Source: an optimization exercise on an open RTL-to-GDS flow (aim: small area, a short achievable clock period and few clock cycles). Production flows keep margins and buffers that such runs may drop. At most, simulation tests tie the RTL to the original design; equivalence was not proved. Power and IR drop assume default switching activity.

==> inputs of trial 87 <==
## l2w_crypt
module l2w_crypt (
    input  wire        clk,
    input  wire        rst,       
    input  wire        req,       
    input  wire        we,        
    input  wire        wide,      
    input  wire [12:0] addr,      
    input  wire [31:0] wdata,
    output reg  [31:0] rdata,
    output reg         err,
    output wire        irq
);
make LEC_CHECK=0 ABC_CLOCK_PERIOD_IN_PS=4000 CAP_MARGIN=20 CORE_MARGIN=2 CORE_UTILIZATION=40 CTS_BUF_LIST=sky130_fd_sc_hd__clkbuf_8 CTS_CLUSTER_DIAMETER=60 CTS_CLUSTER_SIZE=16 SETUP_SLACK_MARGIN=5 SLEW_MARGIN=20 finish   # period 10.0 ns
run.sh (not shown) runs the stock make flow with config.mk's settings and CLKGATE_MAP_FILE= SYNTH_SCRIPT=/design/flow/synth_recipe.tcl, a recipe that flattens the netlist after the stock synthesis.
==> trial 61: changes against trial 87 <==
--- a/flow/design.v
+++ b/flow/design.v
@@ -34,14 +34,15 @@
     reg  [7:0]  e_wa;             
     reg  [7:0]  jt;               
     reg  [5:0]  lq [0:3];         
     reg  [1:0]  lr;               
     reg  [6:0]  cnt;              
     reg  [6:0]  xs;               
     reg  [5:0]  xc;               
+    reg         tap;              
     reg  [1:0]  mph;              
     reg  [31:0] acc, ra_w, rb_w, rt_w;
     reg         ofirst;           
     reg         ckc_valid;        
     reg         ckc_ok;           
     reg  [15:0] kmask;            
     reg         xcp;              
@@ -174,81 +175,84 @@
         if (cnt == 7'd5) m_hi_p[7:0]  = acc[31:24];     
         m_lo_p = rb_w;
         if (cnt == 7'd1) m_lo_p = acc;                   
         if (cnt == 7'd4) m_lo_p[31:8] = rb_w[31:8] ^ rt_w[23:0];
         if (cnt == 7'd5) m_lo_p[7:0]  = rb_w[7:0] ^ rt_w[31:24];
     end
     wire [31:0] oe_w   = rb_w ^ acc;
-    wire        o_sub  = (state == S_ODL);
+    reg         o_sub;            
     wire [31:0] o_sum  = acc + (o_sub ? ~od_w : ra_w) + {31'b0, o_sub};
     wire [31:0] od_w   = ra_w ^ acc;
     always @(*) begin
         e_we = 1'b0;
         e_wd = 32'b0;
         case (state)
             S_CKE:   begin e_we = (op == 4'd7); e_wd = acc; end
             S_OEL:   begin e_we = !ofirst; e_wd = oe_w; end
             S_OEW:   begin e_we = 1'b1; e_wd = oe_w; end
             S_OTL:   begin e_we = 1'b1; e_wd = acc; end
             S_ODL:   begin e_we = 1'b1; e_wd = od_w; end
-            S_XSH:   begin e_we = (xs >= NW); e_wd = chain_out; end
+            S_XSH:   begin e_we = tap ? (xs >= NW / 2) : (xs >= NW); e_wd = chain_out; end
             S_ME:    begin e_we = (cnt != 7'd0); e_wd = m_hi_p; end
             S_MO:    begin e_we = (cnt != 7'd0); e_wd = m_lo_p; end
             default: ;
         endcase
     end
     wire       h_ram_we = req && we && is_ram && !(wide && addr[1:0] != 2'b00) && !busy;
     wire       e_wen    = busy && e_we;
     wire [1:0] e_wr     = e_wa[1:0];
-    wire [7:0] h_hi = 8'd1 << addr[7:5];
-    wire [7:0] h_lo = 8'd1 << addr[4:2];
+    wire [7:0] h_hi = {8{h_ram_we}} & (8'd1 << addr[7:5]);
     wire [7:0] wl_d  [0:3];
     wire [7:0] e_hi  [0:3];
     wire [7:0] e_lo  [0:3];
-    wire       h_ln  [0:3];
+    wire [7:0] h_lo  [0:3];
+    wire [7:0] e_hw  [0:3];
     generate
         for (gp = 0; gp < 4; gp = gp + 1) begin : g_wl
             wire [1:0] lg  = gp - e_wr;           
             wire [7:0] wsum = e_wa + (8'd3 - gp);  
             assign e_hi[gp] = 8'd1 << wsum[7:5];
+            assign e_hw[gp] = {8{e_wen}} & e_hi[gp];
             assign e_lo[gp] = 8'd1 << wsum[4:2];
-            assign h_ln[gp] = h_ram_we && (wide || addr[1:0] == gp);
+            assign h_lo[gp] = {8{wide || addr[1:0] == gp}} & (8'd1 << addr[4:2]);
             assign wl_d[gp] = busy ? e_wd[8*lg +: 8]
                             : (wide ? wdata[8*gp +: 8] : wdata[7:0]);
         end
     endgenerate
     genvar gw, gl;
     generate
         for (gw = 0; gw < 64; gw = gw + 1) begin : g_word
             for (gl = 0; gl < 4; gl = gl + 1) begin : g_lane
-                wire en = (h_ln[gl] && h_hi[gw / 8] && h_lo[gw % 8]) ||
-                          (e_wen && e_hi[gl][gw / 8] && e_lo[gl][gw % 8]);
+                wire en = (h_hi[gw / 8] && h_lo[gl][gw % 8]) ||
+                          (e_hw[gl][gw / 8] && e_lo[gl][gw % 8]);
                 always @(posedge clk)
                     if (en) ram[32*gw + 8*gl +: 8] <= wl_d[gl];
             end
         end
     endgenerate
     reg  [31:0] cx [0:NCORE-1];
     reg  [31:0] cy [0:NCORE-1];
-    assign chain_out = cx[0];
+    assign chain_out = tap ? cx[NCORE / 2] : cx[0];
     genvar gk;
     generate
         for (gk = 0; gk < NCORE; gk = gk + 1) begin : g_core
             wire [31:0] yy   = cy[gk];
             wire [31:0] mix  = ((yy << 4) ^ (yy >> 5)) + yy;
-            wire [31:0] ynew = cx[gk] + (mix ^ kx) + {31'b0, dec};
+            wire [31:0] opa;
             wire [31:0] nxt;
             if (gk == NCORE - 1) begin : g_tail
                 assign nxt = rw;
             end else begin : g_mid
                 assign nxt = cx[gk + 1];
             end
+            assign opa = xcp ? cx[gk] : nxt;
+            wire [31:0] ynew = opa + ((mix ^ kx) & {32{xcp}}) + {31'b0, dec & xcp};
             always @(posedge clk) begin
                 cx[gk] <= cy[gk];
-                cy[gk] <= xcp ? ynew : nxt;
+                cy[gk] <= ynew;
             end
         end
     endgenerate
     wire [6:0]  xs_end = xs + {1'b0, xc};
     wire        ks_run = ((state == S_XSH) && (xc <= 6'd2) && (xs_end <= nwrd)) ||
                          (state == S_XCP);
     wire [1:0]  f_idx  = (dec ^ ks_par) ? ks_sum[12:11] : ks_sum[1:0];
@@ -314,14 +318,15 @@
             always @(posedge clk) lq[gp] <= e_qd[gp];
         end
     endgenerate
     assign e_rd = e_jump ? jt[1:0] : lr;
     always @(posedge clk) lr <= e_rd;
     always @(posedge clk) begin
         xcp  <= 1'b0;
+        o_sub <= 1'b0;
         if (acc_ok && is_reg && we && addr[4:2] == 3'd2 && !busy)
             jt <= a_start;
         if (rst) begin
             ie <= 1'b0; busy <= 1'b0; done <= 1'b0; ck_ok <= 1'b0; haz <= 1'b0;
             result <= 4'd0; cmd <= 32'b0; offset <= 32'b0; size <= 32'b0;
             obf_key <= 32'b0; valid <= 2'b00; state <= S_IDLE;
             ckc_valid <= 1'b0;
@@ -370,14 +375,15 @@
                           finish(R_OK, 1'b0);
                       end
                 4'd4, 4'd5:
                       if (nblk == 6'd0) finish(R_OK, 1'b0);
                       else begin
                           xs <= 7'd0;
                           xc <= xc0;
+                          tap <= (nblk <= NCORE / 2);
                           acc <= 32'b0;
                           e_wa <= dec ? a_off4 : off8;
                           state <= S_XSH;
                       end
                 4'd6, 4'd7: begin
                           acc <= 32'b0; cnt <= sz[8:2] - 7'd1; e_wa <= a_tail;
                           state <= S_CKF;
@@ -431,26 +437,27 @@
             S_OTL: finish(R_OK, 1'b0);
             S_ODT: begin
                 acc <= rw;
                 if (cnt == 7'd0) finish(R_OK, 1'b0);
                 else state <= S_ODR;
             end
             S_ODR: begin
-                ra_w <= rw; state <= S_ODL;
+                ra_w <= rw; o_sub <= 1'b1; state <= S_ODL;
             end
             S_ODL: begin
                 acc <= o_sum;
                 ra_w <= rw; e_wa <= e_wa - 8'd4;
                 cnt <= cnt - 7'd1;
                 if (cnt == 7'd1) finish(R_OK, 1'b0);
+                else o_sub <= 1'b1;
             end
             S_XSH: begin
                 xs <= xs + 7'd1;
                 xc <= xc - 6'd1;
-                if (xs >= NW) begin
+                if (tap ? (xs >= NW / 2) : (xs >= NW)) begin
                     if (dec) e_wa <= xs[0] ? e_wa + 8'd12 : e_wa - 8'd4;
                     else     e_wa <= e_wa + 8'd4;
                     acc <= acc ^ chain_out;
                 end
                 if (xc == 6'd1) begin
                     if (xs + 7'd1 <= nwrd) begin cnt <= 7'd0; xcp <= 1'b1; state <= S_XCP; end
                     else begin
@@ -460,15 +467,15 @@
                             ckc_ok    <= ((acc ^ chain_out) == 32'b0);
                         end
                     end
                 end
             end
             S_XCP: begin
                 cnt <= cnt + 7'd1;
-                if (cnt == 7'd63) begin xc <= NW; state <= S_XSH; end
+                if (cnt == 7'd63) begin xc <= tap ? NW / 2 : NW; state <= S_XSH; end
                 else xcp <= 1'b1;
             end
             S_MPRE: begin
                 mph <= mph + 2'd1;
                 case (mph)
                     2'd0: begin rt_w <= rw; jt <= a_52; end
                     2'd1: begin acc <= rt_w ^ rw; jt <= off8; end
==> flow/config.mk (replaced) <==
export PLATFORM = sky130hd
export DESIGN_NAME = l2w_crypt
export DESIGN_NICKNAME = l2w_crypt
export VERILOG_FILES = /design/flow/design.v
export SDC_FILE = /design/flow/constraint.sdc
export NUM_CORES = 4
export LEC_CHECK = 0
export ABC_CLOCK_PERIOD_IN_PS = 4000
export CAP_MARGIN = 20
export CORE_MARGIN = 2
export CORE_UTILIZATION = 60
export CTS_BUF_LIST = sky130_fd_sc_hd__clkbuf_8
export CTS_CLUSTER_DIAMETER = 60
export CTS_CLUSTER_SIZE = 16
export PLACE_DENSITY = 0.72
export SETUP_SLACK_MARGIN = 5
export SLEW_MARGIN = 20
==> trial 24: changes against trial 87 <==
--- a/flow/design.v
+++ b/flow/design.v
@@ -87,29 +87,29 @@
             2'd2: rwc = {pw[15:0],  pw[31:16]};
             default: rwc = {pw[23:0], pw[31:24]};
         endcase
     end
     reg  [31:0] rw;               
     always @(posedge clk) rw <= rwc;
     reg  [31:0] rd_reg;
-    reg  [1:0]  rd_mask;          
+    reg  [31:0] rd_mask;
     always @(posedge clk) begin
         if (rst) begin
             err     <= 1'b0;
             rd_reg  <= 32'b0;
-            rd_mask <= 2'b00;
+            rd_mask <= 32'b0;
         end else begin
             err <= req && bad;
             if (acc_ok && !we) begin
                 rd_reg  <= is_reg ? reg_rd : 32'b0;
-                rd_mask <= is_reg ? 2'b00 : {wide, 1'b1};
+                rd_mask <= is_reg ? 32'b0 : (wide ? 32'hFFFF_FFFF : 32'h0000_00FF);
             end
         end
     end
-    always @(*) rdata = rd_reg | (rw & {{24{rd_mask[1]}}, {8{rd_mask[0]}}});
+    always @(*) rdata = rd_reg | (rw & rd_mask);
     assign irq = done & ie;
     wire [3:0] op   = cmd[3:0];
     wire [3:0] slot = cmd[11:8];
     wire well_formed = (cmd[31:12] == 20'b0) && (cmd[7:4] == 4'b0) &&
                        (op >= 4'd1) && (op <= 4'd10) &&
                        ((op <= 4'd5) ? (slot < 4'd2) : (slot == 4'd0));
     wire uses_win  = (op == 4'd1) || (op >= 4'd4);
@@ -118,40 +118,48 @@
     wire        s     = cmd[8];
     wire        dec   = (op == 4'd5);           
     wire        s_val = s ? valid[1] : valid[0];
     wire [127:0] skey = s ? key1 : key0;
     wire [7:0]  off8  = offset[7:0];
     wire [8:0]  sz    = size[8:0];
     wire [8:0]  nobf9    = (sz - 9'd9) >> 2;    
-    wire [5:0]  nobf     = nobf9[5:0];
-    wire [5:0]  nblk     = sz[8:3];             
-    wire [6:0]  nwrd     = {nblk, 1'b0};        
-    wire [6:0]  xc0_w    = ((nwrd - 7'd1) & (NW - 1)) + 7'd1;
-    wire [5:0]  xc0      = xc0_w[5:0];          
-    wire [7:0]  a_off4   = off8 + 8'd4;
-    wire [7:0]  a_tail   = off8 + sz[7:0] - 8'd4;
-    wire [7:0]  a_13     = off8 + 8'd13;
-    wire [7:0]  a_77     = off8 + 8'd77;
-    wire [7:0]  a_52     = off8 + 8'd52;
-    wire [7:0]  a_60     = off8 + 8'd60;
-    wire [7:0]  a_n4     = off8 + {nobf, 2'b00};
+    wire [6:0]  c_nwrd   = {sz[8:3], 1'b0};
+    wire [6:0]  c_xc0    = ((c_nwrd - 7'd1) & (NW - 1)) + 7'd1;
+    wire [7:0]  c_a_off4 = off8 + 8'd4;
+    wire [7:0]  c_a_tail = off8 + sz[7:0] - 8'd4;
+    wire [7:0]  c_a_13   = off8 + 8'd13;
+    reg  [5:0]  nobf, nblk;                  
+    reg  [6:0]  nwrd;                        
+    reg  [5:0]  xc0;                         
+    reg  [7:0]  a_off4, a_tail, a_13, a_77, a_52, a_60, a_n4;
     reg         f_range, f_keylen, f_ckv, f_obfs, f_modv;
     always @(posedge clk) begin
+        nobf    <= nobf9[5:0];
+        nblk    <= sz[8:3];
+        nwrd    <= c_nwrd;
+        xc0     <= c_xc0[5:0];
+        a_off4  <= c_a_off4;
+        a_tail  <= c_a_tail;
+        a_13    <= c_a_13;
+        a_77    <= off8 + 8'd77;
+        a_52    <= off8 + 8'd52;
+        a_60    <= off8 + 8'd60;
+        a_n4    <= off8 + {nobf9[5:0], 2'b00};
         f_range  <= range_bad;
         f_keylen <= (size == 32'd0 || size > 32'd16);
         f_ckv    <= (sz[1:0] != 2'b00 || sz <= 9'd4);
         f_obfs   <= (sz < 9'd9);
         f_modv   <= (sz != 9'd128);
     end
     reg  [7:0]  a_start;
     always @(*) begin
         case (wdata[3:0])
-            4'd5, 4'd8: a_start = a_off4;
-            4'd9:       a_start = a_tail;
-            4'd10:      a_start = a_13;
+            4'd5, 4'd8: a_start = c_a_off4;
+            4'd9:       a_start = c_a_tail;
+            4'd10:      a_start = c_a_13;
             default:    a_start = off8;
         endcase
     end
     reg  [3:0] chk_code;
     always @(*) begin
         if (!well_formed)                                      chk_code = R_BADCMD;
         else if (uses_win && f_range)                          chk_code = R_RANGE;
==> flow/flow/run.sh (new file) <==
#!/bin/bash
set -euo pipefail
bash standard.sh SETUP_SLACK_MARGIN=6 TNS_END_PERCENT=0 finish > standard_finish.log 2>&1
==> flow/standard.sh (new file) <==
#!/bin/bash
# synth_recipe.tcl (not shown) runs the flow's synth.tcl, then flattens the netlist and writes it again
# the make line also repeats each setting of config.mk as NAME=value (left out here)
make -C /OpenROAD-flow-scripts/flow DESIGN_CONFIG=/design/flow/config.mk WORK_HOME=/design/flow/orfs CLKGATE_MAP_FILE= SYNTH_SCRIPT=/design/flow/synth_recipe.tcl "${@:-finish}"
==> flow/config.mk (replaced) <==
export PLATFORM = sky130hd
export DESIGN_NAME = l2w_crypt
export DESIGN_NICKNAME = l2w_crypt
export VERILOG_FILES = /design/flow/design.v
export SDC_FILE = /design/flow/constraint.sdc
export NUM_CORES = 4
export LEC_CHECK = 0
export ABC_CLOCK_PERIOD_IN_PS = 4000
export CAP_MARGIN = 20
export CORE_MARGIN = 2
export CORE_UTILIZATION = 40
export SLEW_MARGIN = 20
removed: flow/run.sh
==> build 60: changes against trial 87 <==
--- a/flow/design.v
+++ b/flow/design.v
@@ -34,14 +34,15 @@
     reg  [7:0]  e_wa;             
     reg  [7:0]  jt;               
     reg  [5:0]  lq [0:3];         
     reg  [1:0]  lr;               
     reg  [6:0]  cnt;              
     reg  [6:0]  xs;               
     reg  [5:0]  xc;               
+    reg         tap;              
     reg  [1:0]  mph;              
     reg  [31:0] acc, ra_w, rb_w, rt_w;
     reg         ofirst;           
     reg         ckc_valid;        
     reg         ckc_ok;           
     reg  [15:0] kmask;            
     reg         xcp;              
@@ -174,66 +175,67 @@
         if (cnt == 7'd5) m_hi_p[7:0]  = acc[31:24];     
         m_lo_p = rb_w;
         if (cnt == 7'd1) m_lo_p = acc;                   
         if (cnt == 7'd4) m_lo_p[31:8] = rb_w[31:8] ^ rt_w[23:0];
         if (cnt == 7'd5) m_lo_p[7:0]  = rb_w[7:0] ^ rt_w[31:24];
     end
     wire [31:0] oe_w   = rb_w ^ acc;
-    wire        o_sub  = (state == S_ODL);
+    reg         o_sub;            
     wire [31:0] o_sum  = acc + (o_sub ? ~od_w : ra_w) + {31'b0, o_sub};
     wire [31:0] od_w   = ra_w ^ acc;
     always @(*) begin
         e_we = 1'b0;
         e_wd = 32'b0;
         case (state)
             S_CKE:   begin e_we = (op == 4'd7); e_wd = acc; end
             S_OEL:   begin e_we = !ofirst; e_wd = oe_w; end
             S_OEW:   begin e_we = 1'b1; e_wd = oe_w; end
             S_OTL:   begin e_we = 1'b1; e_wd = acc; end
             S_ODL:   begin e_we = 1'b1; e_wd = od_w; end
-            S_XSH:   begin e_we = (xs >= NW); e_wd = chain_out; end
+            S_XSH:   begin e_we = tap ? (xs >= NW / 2) : (xs >= NW); e_wd = chain_out; end
             S_ME:    begin e_we = (cnt != 7'd0); e_wd = m_hi_p; end
             S_MO:    begin e_we = (cnt != 7'd0); e_wd = m_lo_p; end
             default: ;
         endcase
     end
     wire       h_ram_we = req && we && is_ram && !(wide && addr[1:0] != 2'b00) && !busy;
     wire       e_wen    = busy && e_we;
     wire [1:0] e_wr     = e_wa[1:0];
-    wire [7:0] h_hi = 8'd1 << addr[7:5];
-    wire [7:0] h_lo = 8'd1 << addr[4:2];
+    wire [7:0] h_hi = {8{h_ram_we}} & (8'd1 << addr[7:5]);
     wire [7:0] wl_d  [0:3];
     wire [7:0] e_hi  [0:3];
     wire [7:0] e_lo  [0:3];
-    wire       h_ln  [0:3];
+    wire [7:0] h_lo  [0:3];
+    wire [7:0] e_hw  [0:3];
     generate
         for (gp = 0; gp < 4; gp = gp + 1) begin : g_wl
             wire [1:0] lg  = gp - e_wr;           
             wire [7:0] wsum = e_wa + (8'd3 - gp);  
             assign e_hi[gp] = 8'd1 << wsum[7:5];
+            assign e_hw[gp] = {8{e_wen}} & e_hi[gp];
             assign e_lo[gp] = 8'd1 << wsum[4:2];
-            assign h_ln[gp] = h_ram_we && (wide || addr[1:0] == gp);
+            assign h_lo[gp] = {8{wide || addr[1:0] == gp}} & (8'd1 << addr[4:2]);
             assign wl_d[gp] = busy ? e_wd[8*lg +: 8]
                             : (wide ? wdata[8*gp +: 8] : wdata[7:0]);
         end
     endgenerate
     genvar gw, gl;
     generate
         for (gw = 0; gw < 64; gw = gw + 1) begin : g_word
             for (gl = 0; gl < 4; gl = gl + 1) begin : g_lane
-                wire en = (h_ln[gl] && h_hi[gw / 8] && h_lo[gw % 8]) ||
-                          (e_wen && e_hi[gl][gw / 8] && e_lo[gl][gw % 8]);
+                wire en = (h_hi[gw / 8] && h_lo[gl][gw % 8]) ||
+                          (e_hw[gl][gw / 8] && e_lo[gl][gw % 8]);
                 always @(posedge clk)
                     if (en) ram[32*gw + 8*gl +: 8] <= wl_d[gl];
             end
         end
     endgenerate
     reg  [31:0] cx [0:NCORE-1];
     reg  [31:0] cy [0:NCORE-1];
-    assign chain_out = cx[0];
+    assign chain_out = tap ? cx[NCORE / 2] : cx[0];
     genvar gk;
     generate
         for (gk = 0; gk < NCORE; gk = gk + 1) begin : g_core
             wire [31:0] yy   = cy[gk];
             wire [31:0] mix  = ((yy << 4) ^ (yy >> 5)) + yy;
             wire [31:0] ynew = cx[gk] + (mix ^ kx) + {31'b0, dec};
             wire [31:0] nxt;
@@ -314,14 +316,15 @@
             always @(posedge clk) lq[gp] <= e_qd[gp];
         end
     endgenerate
     assign e_rd = e_jump ? jt[1:0] : lr;
     always @(posedge clk) lr <= e_rd;
     always @(posedge clk) begin
         xcp  <= 1'b0;
+        o_sub <= 1'b0;
         if (acc_ok && is_reg && we && addr[4:2] == 3'd2 && !busy)
             jt <= a_start;
         if (rst) begin
             ie <= 1'b0; busy <= 1'b0; done <= 1'b0; ck_ok <= 1'b0; haz <= 1'b0;
             result <= 4'd0; cmd <= 32'b0; offset <= 32'b0; size <= 32'b0;
             obf_key <= 32'b0; valid <= 2'b00; state <= S_IDLE;
             ckc_valid <= 1'b0;
@@ -370,14 +373,15 @@
                           finish(R_OK, 1'b0);
                       end
                 4'd4, 4'd5:
                       if (nblk == 6'd0) finish(R_OK, 1'b0);
                       else begin
                           xs <= 7'd0;
                           xc <= xc0;
+                          tap <= (nblk <= NCORE / 2);
                           acc <= 32'b0;
                           e_wa <= dec ? a_off4 : off8;
                           state <= S_XSH;
                       end
                 4'd6, 4'd7: begin
                           acc <= 32'b0; cnt <= sz[8:2] - 7'd1; e_wa <= a_tail;
                           state <= S_CKF;
@@ -431,26 +435,27 @@
             S_OTL: finish(R_OK, 1'b0);
             S_ODT: begin
                 acc <= rw;
                 if (cnt == 7'd0) finish(R_OK, 1'b0);
                 else state <= S_ODR;
             end
             S_ODR: begin
-                ra_w <= rw; state <= S_ODL;
+                ra_w <= rw; o_sub <= 1'b1; state <= S_ODL;
             end
             S_ODL: begin
                 acc <= o_sum;
                 ra_w <= rw; e_wa <= e_wa - 8'd4;
                 cnt <= cnt - 7'd1;
                 if (cnt == 7'd1) finish(R_OK, 1'b0);
+                else o_sub <= 1'b1;
             end
             S_XSH: begin
                 xs <= xs + 7'd1;
                 xc <= xc - 6'd1;
-                if (xs >= NW) begin
+                if (tap ? (xs >= NW / 2) : (xs >= NW)) begin
                     if (dec) e_wa <= xs[0] ? e_wa + 8'd12 : e_wa - 8'd4;
                     else     e_wa <= e_wa + 8'd4;
                     acc <= acc ^ chain_out;
                 end
                 if (xc == 6'd1) begin
                     if (xs + 7'd1 <= nwrd) begin cnt <= 7'd0; xcp <= 1'b1; state <= S_XCP; end
                     else begin
@@ -460,15 +465,15 @@
                             ckc_ok    <= ((acc ^ chain_out) == 32'b0);
                         end
                     end
                 end
             end
             S_XCP: begin
                 cnt <= cnt + 7'd1;
-                if (cnt == 7'd63) begin xc <= NW; state <= S_XSH; end
+                if (cnt == 7'd63) begin xc <= tap ? NW / 2 : NW; state <= S_XSH; end
                 else xcp <= 1'b1;
             end
             S_MPRE: begin
                 mph <= mph + 2'd1;
                 case (mph)
                     2'd0: begin rt_w <= rw; jt <= a_52; end
                     2'd1: begin acc <= rt_w ^ rw; jt <= off8; end
==> flow/config.mk (replaced) <==
export PLATFORM = sky130hd
export DESIGN_NAME = l2w_crypt
export DESIGN_NICKNAME = l2w_crypt
export VERILOG_FILES = /design/flow/design.v
export SDC_FILE = /design/flow/constraint.sdc
export NUM_CORES = 4
export LEC_CHECK = 0
export ABC_CLOCK_PERIOD_IN_PS = 4000
export CAP_MARGIN = 20
export CORE_MARGIN = 2
export CORE_UTILIZATION = 50
export CTS_BUF_LIST = sky130_fd_sc_hd__clkbuf_8
export CTS_CLUSTER_DIAMETER = 60
export CTS_CLUSTER_SIZE = 16
export PLACE_DENSITY = 0.65
export SETUP_SLACK_MARGIN = 5
export SLEW_MARGIN = 20
==> comparison <==
In trial 87 the setup slack is higher than in trial 24, by 200 ps.
Between trial 87 and build 60, the lower clock-buffer cell count is in trial 87 (gap 12).
Sequential power is about the same in trial 24 and trial 87.
Trial 87 ran to the end with no violations. Trial 61 went through all stages and came out clean. Trial 24 produced a clean layout. Build 60 completed without violations.
Of build 60 and trial 61, build 60 has the higher clock skew (gap 44 ps).
Of trial 61 and trial 24, trial 61 has the higher fmax (gap about 5%, measured against trial 24).
Worst hold slack, lowest first: build 60, trial 87, trial 24, trial 61.
The highest power belongs to trial 24, the lowest to trial 61.
Testbench counts of trial 87, summed over its fixed seeds: cycles 31,200.
Testbench counts of trial 61, summed over its fixed seeds: cycles 30,896.
Testbench counts of build 60, summed over its fixed seeds: cycles 30,896.
Function not checked in trial 24: the RTL went through the layout flow alone.

what the ideal ports hide:
Ports are ideal in the flow. The routed layouts listed here were re-timed in OpenROAD. Step 1 sets driving cells, clkbuf_16 on the clock port and buf_2 on the other inputs (assumed; they add their load-dependent delay and slew). Step 2 adds t to the input delays and takes it off the output delays; t is the mean of the earliest and latest rising clock arrival at the registers after step 1. Input paths then give back, and output paths get back, about the clock's delay inside the block. a / b / c = ideal ports / drivers / drivers and shift; a / b = the first two.
run | t (ns) | slack for setup (ns) | clock arrival spread, ns | worst slew at a driven data input, ns
trial 87 | 1.228 | 4.748 / 4.748 / 3.798 | 0.125 / 0.125 | 0.30
trial 61 | 1.288 | 4.814 / 4.814 / 3.709 | 0.118 / 0.117 | 0.26
trial 24 | 1.079 | 4.550 / 4.550 / 3.647 | 0.107 / 0.107 | 0.29
build 60 | 1.204 | 4.616 / 4.616 / 3.796 | 0.158 / 0.158 | 0.18
After both steps setup and hold are still met in every run listed. The setup slack of trial 61, which loses most, moves by 0.000 ns with the drivers and by -1.105 ns with both steps.
